Source: an optimization exercise on an open RTL-to-GDS flow (aim: small area, a short achievable clock period and few clock cycles per item). Production flows keep margins and buffers that such runs may drop.
No run shown here included a check of the RTL's function; only the layout flow was run.
No activity file was given, so power comes from the tool's default toggle rates.

==> flow/design.v, too long to show whole: its modules and the start of the top module <==
// module nio61_proc: 1460 lines
// module nio61_crc: 23 lines
module nio61_proc (
    input  wire        clk,
    input  wire        rst,
    input  wire        in_valid,
    output wire        in_ready,
    input  wire [7:0]  in_len,
    input  wire [95:0] in_frame,
    output wire        out_valid,
    input  wire        out_ready,
    output wire        out_err,
    output wire [31:0] out_data
);
  // ...
==> flow/flow/run.sh <==
#!/bin/bash
# Layout: the standard flow (standard.sh) with two changes:
#  - synthesis maps the checksum module with ABC's speed script (synth_mixed.tcl);
#  - the port buffers are sky130_fd_sc_hd__buf_2 cells.
set -euo pipefail
W=$PWD
bash standard.sh SYNTH_SCRIPT=$W/flow/synth_mixed.tcl SYNTH_HIERARCHICAL=1 \
  SYNTH_KEEP_MODULES=nio61_crc \
  "BUFFER_PORTS_ARGS=-buffer_cell sky130_fd_sc_hd__buf_2" finish > $W/flow.log 2>&1
==> flow/flow/synth_mixed.tcl <==
# The standard synthesis (synth_recipe.tcl), except that the checksum module
# nio61_crc, which is kept as its own module until the end, is mapped with
# ABC's speed script (it maps XOR trees to XOR cells) while the rest uses the
# script the flow settings select.  Registers are untouched: they are all in
# the top module and are mapped exactly as in the standard synthesis.
proc synth {args} { yosys synth -nofsm -noshare {*}$args }
proc abc {args} {
  set i [lsearch -exact $args -script]
  set speed [lreplace $args [expr {$i + 1}] [expr {$i + 1}] $::env(SCRIPTS_DIR)/abc_speed.script]
  yosys abc {*}$args nio61_proc
  yosys abc {*}$speed nio61_crc
}
source $::env(SCRIPTS_DIR)/synth.tcl
# left out here: clear keep_hierarchy, flatten, clean up, hide names made inside functions, write 1_2_yosys.v
==> flow/standard.sh <==
#!/bin/bash
# synth_recipe.tcl (not shown) runs the flow's synth.tcl, then flattens the netlist and writes it again
# the make line also repeats each setting of config.mk as NAME=value (left out here)
make -C /OpenROAD-flow-scripts/flow DESIGN_CONFIG=/design/flow/config.mk WORK_HOME=/design/flow/orfs CLKGATE_MAP_FILE= SYNTH_SCRIPT=/design/flow/synth_recipe.tcl "${@:-finish}"
==> flow/config.mk <==
export PLATFORM = sky130hd
export DESIGN_NAME = nio61_proc
export DESIGN_NICKNAME = nio61_proc
export VERILOG_FILES = /design/flow/design.v
export SDC_FILE = /design/flow/constraint.sdc
export NUM_CORES = 4
export LEC_CHECK = 0
export ABC_AREA = 1
export ABC_CLOCK_PERIOD_IN_PS = 3700
export CAP_MARGIN = 20
export CORE_MARGIN = 2
export CORE_UTILIZATION = 40
export PLACE_DENSITY = 0.6
export SLEW_MARGIN = 20
==> flow/constraint.sdc <==
create_clock -name core_clock -period 6.0 [get_ports {clk}]
set_input_delay 1.2000 -clock core_clock [delete_from_list [all_inputs] [get_ports {clk}]]
set_output_delay 1.2000 -clock core_clock [all_outputs]
set_load 0.01 [all_outputs]
==> results.toml, run 1 <==
[synth]
async_reset_ff_share_pct = 0
yosysSeqAreaShare_pct = 45.79
syn_area_per_cell_um2 = 8.813
yosys_warnings = 7

[layout]
largest_reg_flops = 16
areaGrowthSynthToFinish_pct = 12.27
final_layout_size_suffix_gt1_share_pct = 12.88
multi_input_area_share_pct = 42.34
largest_class = "multi-input combinational cells"
layout_commonest_cell = "nand2_1"
layout.non_clock_buffers = 142

[clock_tree]
ctsHoldBuffers = 0
clock_sinks = 344

[power]
intPower_uw = 5376
pg_comb_uw = 2840
top_power_group = "sequential cells"
power_switching_uw = 2667

[sta]
skew_ns = 0.02153
finalSetupTns_ns = 0
drv_slew = 0
layout_setup_ws_ns = 2.009
worstMarginPinSlew_ns = 1.088

[global_routing]
antenna_found_initial = 0

[floorplan]
nWellTaps = 748

[placement]
dp.cells = 3404

[setup_path]
r2r_slack_ns = 2.01
crit_family = "simple AND/OR/NAND/NOR gates"
crit_buf_inv = 2
r2r-end = "rem_q3[12]$_DFFE_PP_"
worstSetupPathType = "reg2reg"

[min_path]
min_path_type = "reg2reg"

[route]
routed-wl-met2_mm = 26.00
wl_met1_mm = 24.50
wirelength_mm = 54.69
drc = 0
highest_layer = "met4"

[status]
status = "complete, no violations"
==> inputs of run 2 (changes only) <==
--- a/flow/config.mk
+++ b/flow/config.mk
@@ -11,4 +11,5 @@
 export CORE_MARGIN = 2
 export CORE_UTILIZATION = 40
 export PLACE_DENSITY = 0.6
+export SETUP_SLACK_MARGIN = 2.3
 export SLEW_MARGIN = 20
==> run 2 against run 1 <==
  * Still clean
  * Critical path depth down 5
  * Cell count up 0.52%
  * Sequential cell count unchanged
  * Critical path type is now in2reg
  * Critical endpoint is now cb_q1$_DFFE_PP_
  * Largest cell class unchanged
  * Largest power group is now combinational cells
==> results.toml, run 2 <==
[layout]
final_layout_size_suffix_gt1_share_pct = 13.67
design_area_mm2 = 0.02530
largest_reg_flops = 16
diodes = 0
top_regs = "rem_q1: 16 flops, vm_q1: 15 flops"
regMostFlops = "rem_q1"
areaGrowthSynthToFinish_pct = 13.04
fillers = 5234
final_cell_mix = "nand2_1, edfxtp_1, inv_1"
layout.nets = 2822
layout_commonest_cell = "nand2_1"
final_cells = 3491

[min_path]
whs_path_depth = 0
hold_start = "p_q9[4]$_DFFE_PP_"
min_path_type = "reg2reg"

[sta]
worstMarginPinSlew_ns = 0.9273
grt_setup_unrepaired = "false"
period_needed_ns = 3.623
fmax_mhz = 276.0
drv_slew = 0
min_period_over_period_pct = 60.39
finalSetupViolCount = 0
finalHoldViolCount = 0
maxSlewHeadroom_pct = 38.18
finalSetupTns_ns = 0
skew_ns = 0.03189

[clock_tree]
clock_sinks = 344
insertion_delay_ns = 0.56
clkTransAtPathRegs_ns = 0.06
htree_levels = 2
cts_buffers = 39
clock_path_buffers = 3
tritoncts = "done"
ctsHoldBuffers = 0
root_buffer = "clkbuf_16"

[placement]
hpwlAfterDp_mm = 42.98
dp.cells = 3404
gp_congestion = 0.9145
port_buffers = 136
placed_area_mm2 = 0.02385

[global_routing]
grtUsageTotal_pct = 18.44
grt.overflow.total = 0
grt_pass1_wl_mm = 83.90
grt_max_degree = 49
first_global_vias = 16227
antenna_found_initial = 0

[synth]
synth_edf_count = 336
async_reset_ff_share_pct = 0
synthesis.instances = 2540
synth.most_common_cell = "nand2_1"
synth_top_area_share_pct = 45.08
netlist_area_mm2 = 0.02238
syn_area_per_cell_um2 = 8.813
synthTopCellsByCount = "nand2_1, edfxtp_1, inv_1"
netlist-cell-type-count = 69
yosysSeqAreaShare_pct = 45.79
yosys_warnings = 7
synth_ff_type = "edfxtp_1"
yosysTopAreaCell = "edfxtp_1"
synth-seq-cells = 344
synth.top_cells.by_area = "edfxtp_1, nand2_1, xnor2_1"

[setup_path]
crit_arrival_ns = 3.91
critPathMaxStageDelay_ns = 0.46
cp_max_fo = 8
startpoint = "in_frame[36]"
cpMostUsedCell = "xnor3_1"
required_ns = 6.29
worstSetupPathType = "in2reg"
cp-end-kind = "flip-flop"
path_cells = "buf_2 -> xnor3_1 -> xnor3_1 -> xor2_1 -> xnor2_2 -> xnor3_1 -> or3_1 -> a2111oi_2 -> o2111ai_1 -> inv_1 -> nor2_1"
cp-start-kind = "input port"
r2r_slack_ns = 2.60
crit_path_top_delay_cell = "xnor3_1"
cp_num_cells = 11
crit_family = "XOR/XNOR gates"
crit_buf_inv = 2
r2r_cells = 18
r2r_start = "vm_q1[11]$_DFFE_PP_"

[floorplan]
dieWidth_um = 240.6
dieArea_mm2 = 0.05787
start_util_pct = 40.55
io_pins = 143
rows = 86
coreArea_mm2 = 0.05520
die_h_um = 240.6

[route]
routed_via_density = 4.895
drtIter0Drc = 874
vias = 17088
drtAntennaViolNets = 0
wl_met1_mm = 23.87
wl_per_cell_um = 15.41
drtPass1Iterations = 5
routed-wl-met2_mm = 26.13
highest_layer = "met4"
wl_met3_mm = 2.227
drc = 0
wirelength_mm = 53.81

[flow_run]
max-cap-violations = 0

[power]
cellPowerDensity_mw_per_mm2 = 316.1
vdd_ir_drop_max_v = 0.0001760
power_leakage_uw = 0.01132

[status]
status = "complete, no violations"
run 2: cell counts after synthesis:
No cell type changed its count.
run 2: layout make-up:
class / instances / area, um2 / share of cell area [%]
Clock buffer: 46 / 1012 / 4.000
Clock inverter: 24 / 207.7 / 0.8208
Inverter: 344 / 1294 / 5.113
Multi-Input combinational cell: 1829 / 10730 / 42.40
Sequential cell: 344 / 10250 / 40.51
Tap cell: 748 / 935.9 / 3.699
Timing Repair Buffer: 156 / 875.8 / 3.461
run 2: timing repair:
| action | CTS | global route |
|---|---|---|
| buffers inserted | 3 | 9 |
| endpoints found under the setup margin | 16 | 50 |
| resized for setup | 1 | 14 |
| gates cloned | 1 | 2 |
| pin swaps | 1 | 3 |
run 2: final timing paths:
path                                            end
worst max-delay path                cb_q1$_DFFE_PP_
worst min-delay path             p_q11[6]$_DFFE_PP_
worst max register to register  rem_q3[0]$_DFFE_PP_
worst min register to register   p_q11[6]$_DFFE_PP_
run 2: modules after synthesis (local to each module, per instance):
module      cells inside  times used  area, um2  flip-flops and latches
nio61_proc          2243           1      19330                     344
nio61_crc            297           1       3052                       0
run 2: power breakdown:
part	leakage (uW)	total, uW	internal [uW]	switching, uW
logic	0.00757	2900	1220	1680
registers	0.00316	2850	2780	71.6
clock network	0.000591	2250	1310	942
total	0.0113	8000	5310	2690
run 2: logic make-up (layout without fill, tap and decap cells):
| logic type | count (synthesis) | count (layout) | synth area share [%] |
|---|---|---|---|
| flops | 344 | 344 | 45.79 |
| other cells | 1 | 6 | 0.01675 |
| xor+xnor | 374 | 374 | 17.17 |
| buf+inv | 375 | 570 | 6.792 |
| simple gates | 1271 | 1274 | 25.44 |
| fa+ha+maj | 2 | 2 | 0.08944 |
| compound gates | 172 | 172 | 4.651 |
| mux | 1 | 1 | 0.04472 |
run 2: per-layer routing:
| layer | vias to the layer above | track usage [%] |
|---|---|---|
| met5 | - | 0 |
| met4 | 0 | 6.625 |
| met3 | 83 | 2.173 |
| met2 | 387 | 31.90 |
| met1 | 7941 | 23.81 |
| li1 | 8677 | - |
run 2: metrics by stage:
stage               hold slack (ns)  util (%)  total power (uW)  setup slack (ns)
global placement             0.4007     43.20              5683             1.685
detailed placement           0.4045     43.20              5724             1.523
CTS                          0.3946     45.49              8040             2.327
finish                       0.3960     45.84              7997             2.377
global route                 0.4134     45.84              8478             2.195
floorplan                    0.4003         -              5156             2.307
run 2: worst register-to-register path, cell delays in order (launching register included):
cell      delay, ns
edfxtp_1       0.51
inv_2          0.16
nand2_1        0.09
a21oi_1        0.18
nand2_1        0.15
a21oi_1        0.22
buf_4          0.23
nand2_2        0.15
o21ai_0        0.19
nand2_1        0.16
nand2_1        0.11
nand2_1        0.12
nor2_2         0.18
nand2_1        0.10
a21oi_4        0.19
nor2_4         0.08
buf_4          0.17
nand2_2        0.06
xnor2_1        0.07
==> inputs of run 3 (changes only) <==
--- a/flow/config.mk
+++ b/flow/config.mk
@@ -10,6 +10,6 @@
 export CAP_MARGIN = 20
 export CORE_MARGIN = 2
 export CORE_UTILIZATION = 40
+export CTS_BUF_LIST = sky130_fd_sc_hd__clkbuf_4 sky130_fd_sc_hd__clkbuf_8
 export PLACE_DENSITY = 0.6
-export SETUP_SLACK_MARGIN = 2.3
 export SLEW_MARGIN = 20
==> run 3 against run 2 <==
  * Hold slack improved by 0.00052 ns
  * Clock power fell by 5%
  * Global-route usage up 0.44 points
  * Cell area shrank 1.0%
  * Via count barely moved
  * Wire length up 1.7%
  * Area after synthesis unchanged
  * Core utilization down 0.46 points
  * Maximum frequency down 7.8%
  * Sequential power hardly changed
  * Clock-buffer cell count rose by 35
  * Synthesized cell count is the same
  * Critical path type is now reg2reg
  * Critical endpoint is now rem_q3[12]$_DFFE_PP_
  * Largest cell class unchanged
  * Largest power group is now sequential cells
  * Highest routed layer unchanged
==> results.toml, run 3 <==
[synth]
synth_top_area_share_pct = 45.08
async_reset_ff_share_pct = 0
synth-seq-cells = 344
netlist_area_mm2 = 0.02238
synth.most_common_cell = "nand2_1"
synth.top_cells.by_area = "edfxtp_1, nand2_1, xnor2_1"
synth_ff_type = "edfxtp_1"
yosysSeqAreaShare_pct = 45.79
yosysTopAreaCell = "edfxtp_1"
synthTopCellsByCount = "nand2_1, edfxtp_1, inv_1"
netlist-cell-type-count = 69
synth_edf_count = 336
synthesis.instances = 2540
syn_area_per_cell_um2 = 8.813
yosys_warnings = 7

[sta]
skew_ns = 0.03273
layout_setup_ws_ns = 2.072
finalHoldViolCount = 0
fmax_mhz = 254.6
min_period_over_period_pct = 65.47
finalSetupTns_ns = 0
drv_slew = 0
maxSlewHeadroom_pct = 31.09
period_needed_ns = 3.928
finalSetupViolCount = 0
grt_setup_unrepaired = "false"
worstMarginPinSlew_ns = 1.031

[flow_run]
max-cap-violations = 0

[power]
switching_share_pct = 34.08
vdd_ir_drop_max_v = 0.0001483
power_frac_clock_pct = 27.2
power_leakage_uw = 0.01124
cellPowerDensity_mw_per_mm2 = 312.1
power_frac_comb_pct = 36.3
seqPwrFrac_pct = 36.5
intPower_uw = 5153
power_switching_uw = 2664

[status]
status = "complete, no violations"

[layout]
layout.nets = 2825
regMostFlops = "rem_q1"
areaGrowthSynthToFinish_pct = 11.91
layout_commonest_cell = "nand2_1"
fillers = 5274
final_layout_size_suffix_gt1_share_pct = 14.04
multi_input_area_mm2 = 0.01064
seq_area_mm2 = 0.01025
largest_reg_flops = 16
top_regs = "rem_q1: 16 flops, vm_q1: 15 flops"
design_area_mm2 = 0.02505
final_cell_mix = "nand2_1, edfxtp_1, inv_1"

[floorplan]
rows = 86
dieArea_mm2 = 0.05787
die_h_um = 240.6
coreArea_mm2 = 0.05520
start_util_pct = 40.55
dieWidth_um = 240.6
io_pins = 143

[min_path]
hold_start = "p_q7[1]$_DFFE_PP_"
min_path_type = "reg2reg"

[clock_tree]
cts_buffers = 59
htree_levels = 2
insertion_delay_ns = 0.65
clkTransAtPathRegs_ns = 0.06
clock_sinks = 344
ctsHoldBuffers = 0
root_buffer = "clkbuf_8"
tritoncts = "done"
clock_path_buffers = 3
post_cts_buffers = 0
cts_resized = 0

[setup_path]
cp-end-kind = "flip-flop"
worstSetupPathType = "reg2reg"
crit_arrival_ns = 4.32
path_cells = "inv_2 -> nand2_1 -> nand2_1 -> nor2_1 -> a21oi_1 -> nand2_2 -> o21ai_0 -> nand3_1 -> nand2_1 -> nand2_2 -> nor2_8 -> a21oi_4 -> nor2_4 -> inv_1 -> o21bai_1 -> nand2_1"
r2r_start = "vm_q1[13]$_DFFE_PP_"
cpMostUsedCell = "nand2_1"
cp-endpoint = "rem_q3[12]$_DFFE_PP_"
cp-start-kind = "flip-flop"
r2r_slack_ns = 2.07
required_ns = 6.39
startpoint = "vm_q1[13]$_DFFE_PP_"
cp_num_cells = 16
cp_max_fo = 21
crit_family = "simple AND/OR/NAND/NOR gates"
crit_buf_inv = 2
crit_path_top_delay_cell = "a21oi_1"
r2r_cells = 16
critPathMaxStageDelay_ns = 0.81
r2r-end = "rem_q3[12]$_DFFE_PP_"

[global_routing]
antenna_found_initial = 0
busiest_layer = "met2"
grtUsageTotal_pct = 18.88
first_global_vias = 16227
grt.overflow.total = 0
grt_use_met3_pct = 2.596
grt_max_degree = 49
use_met2_pct = 32.08
grt_pass1_wl_mm = 85.30
use_met1_pct = 24.61

[route]
vias = 17085
drtAntennaViolNets = 0
wl_per_cell_um = 15.58
drtIter0Drc = 968
wirelength_mm = 54.71
routed_via_density = 4.865
drtPass1Iterations = 7
drc = 0

[placement]
hpwlAfterDp_mm = 43.67
gp_congestion = 0.9277
port_buffers = 136
placed_area_mm2 = 0.02385
dp_slack_ns = 1.523
[run 3: cell counts after synthesis]
Identical to the previous run, type by type.
[run 3: stage by stage]
step | hold slack (ns) | cells | total power [uW] | utilization, %
after floorplan | 0.4003 | 2545 | 5156 | -
after global placement | 0.4008 | 3404 | 5702 | 43.20
after detailed placement | 0.4045 | 3404 | 5725 | 43.20
after CTS | 0.4016 | 3511 | 7898 | 45.37
after global routing | 0.4174 | 3511 | 8320 | 45.37
final | 0.3965 | 3512 | 7818 | 45.38
[run 3: cells by family after synthesis]
family,count (synthesis),synth area share (%)
flops,344,45.79
mux,1,0.04472
other cells,1,0.01675
simple gates,1271,25.44
buf+inv,375,6.792
xor+xnor,374,17.17
compound gates,172,4.651
fa+ha+maj,2,0.08944
[run 3: worst min path at each step]
stage / depth (start not counted) / slack [ns] / to
after detailed placement: 0 / 0.40 / cb_q3$_DFFE_PP_
after global routing: 0 / 0.42 / p_q11[6]$_DFFE_PP_
after global placement: 0 / 0.40 / p_q9[2]$_DFFE_PP_
after floorplan: 0 / 0.40 / cb_q11$_DFFE_PP_
final: 0 / 0.40 / p_q9[3]$_DFFE_PP_
after CTS: 0 / 0.40 / p_q11[7]$_DFFE_PP_
[run 3: metal layers]
| metal | up-vias | share of wire, % |
|---|---|---|
| li1 | 8690 | - |
| met1 | 7870 | 45 |
| met2 | 416 | 48 |
| met3 | 109 | 4.6 |
| met4 | 0 | 3.2 |
| met5 | - | 0 |
[run 3: area by class of cell]
class / count / share of cell area, %
multi-input cells: 1826 / 42.48
flip-flops and latches: 344 / 40.92
inverters: 344 / 5.170
clock buffers: 81 / 3.901
well taps: 748 / 3.736
repair buffers: 142 / 2.897
clock inverters: 26 / 0.8891
diodes: 1 / 0.009990
[run 3: power by group through the flow]
stage / Clock (uW) / Sequential [uW] / Combinational (uW)
after global routing: 2320 / 2860 / 3140
after detailed placement: 0 / 2900 / 2830
after CTS: 2210 / 2850 / 2840
after global placement: 0 / 2900 / 2810
final: 2130 / 2850 / 2840
after floorplan: 0 / 2870 / 2280
[run 3: per-module statistics from Yosys (local to each module, per instance)]
| module | times used | cells inside | cell area, um2 | flip-flops and latches |
|---|---|---|---|---|
| nio61_crc | 1 | 297 | 3052 | 0 |
| nio61_proc | 1 | 2243 | 19330 | 344 |

-- separate check: timing with driven ports --
Ports are ideal in the flow. The routed layouts listed here were re-timed in OpenROAD. Step 1 sets driving cells, clkbuf_16 on the clock port and buf_2 on the other inputs (assumed; they add their load-dependent delay and slew). Step 2 times the ports against the registers' clock, not the clock port: input delays grow and output delays shrink by t, the midpoint of the rising clock arrivals with the driver on. Three values: ideal, step 1, step 2; two values: the first two.
run	t (ns)	setup slack, ns	latest minus earliest clock arrival (ns)	worst register clock-pin slew, ns
run 1	0.596	2.009 / 2.009 / 1.505	0.024 / 0.024	0.06 / 0.06
run 2	0.599	2.377 / 2.413 / 1.814	0.033 / 0.034	0.06 / 0.06
run 3	0.687	2.072 / 2.072 / 1.540	0.036 / 0.036	0.07 / 0.07
After both steps setup and hold are still met in every run listed. For run 2, which loses most, drivers alone change the setup slack by +0.036 ns; drivers and shift together by -0.563 ns.
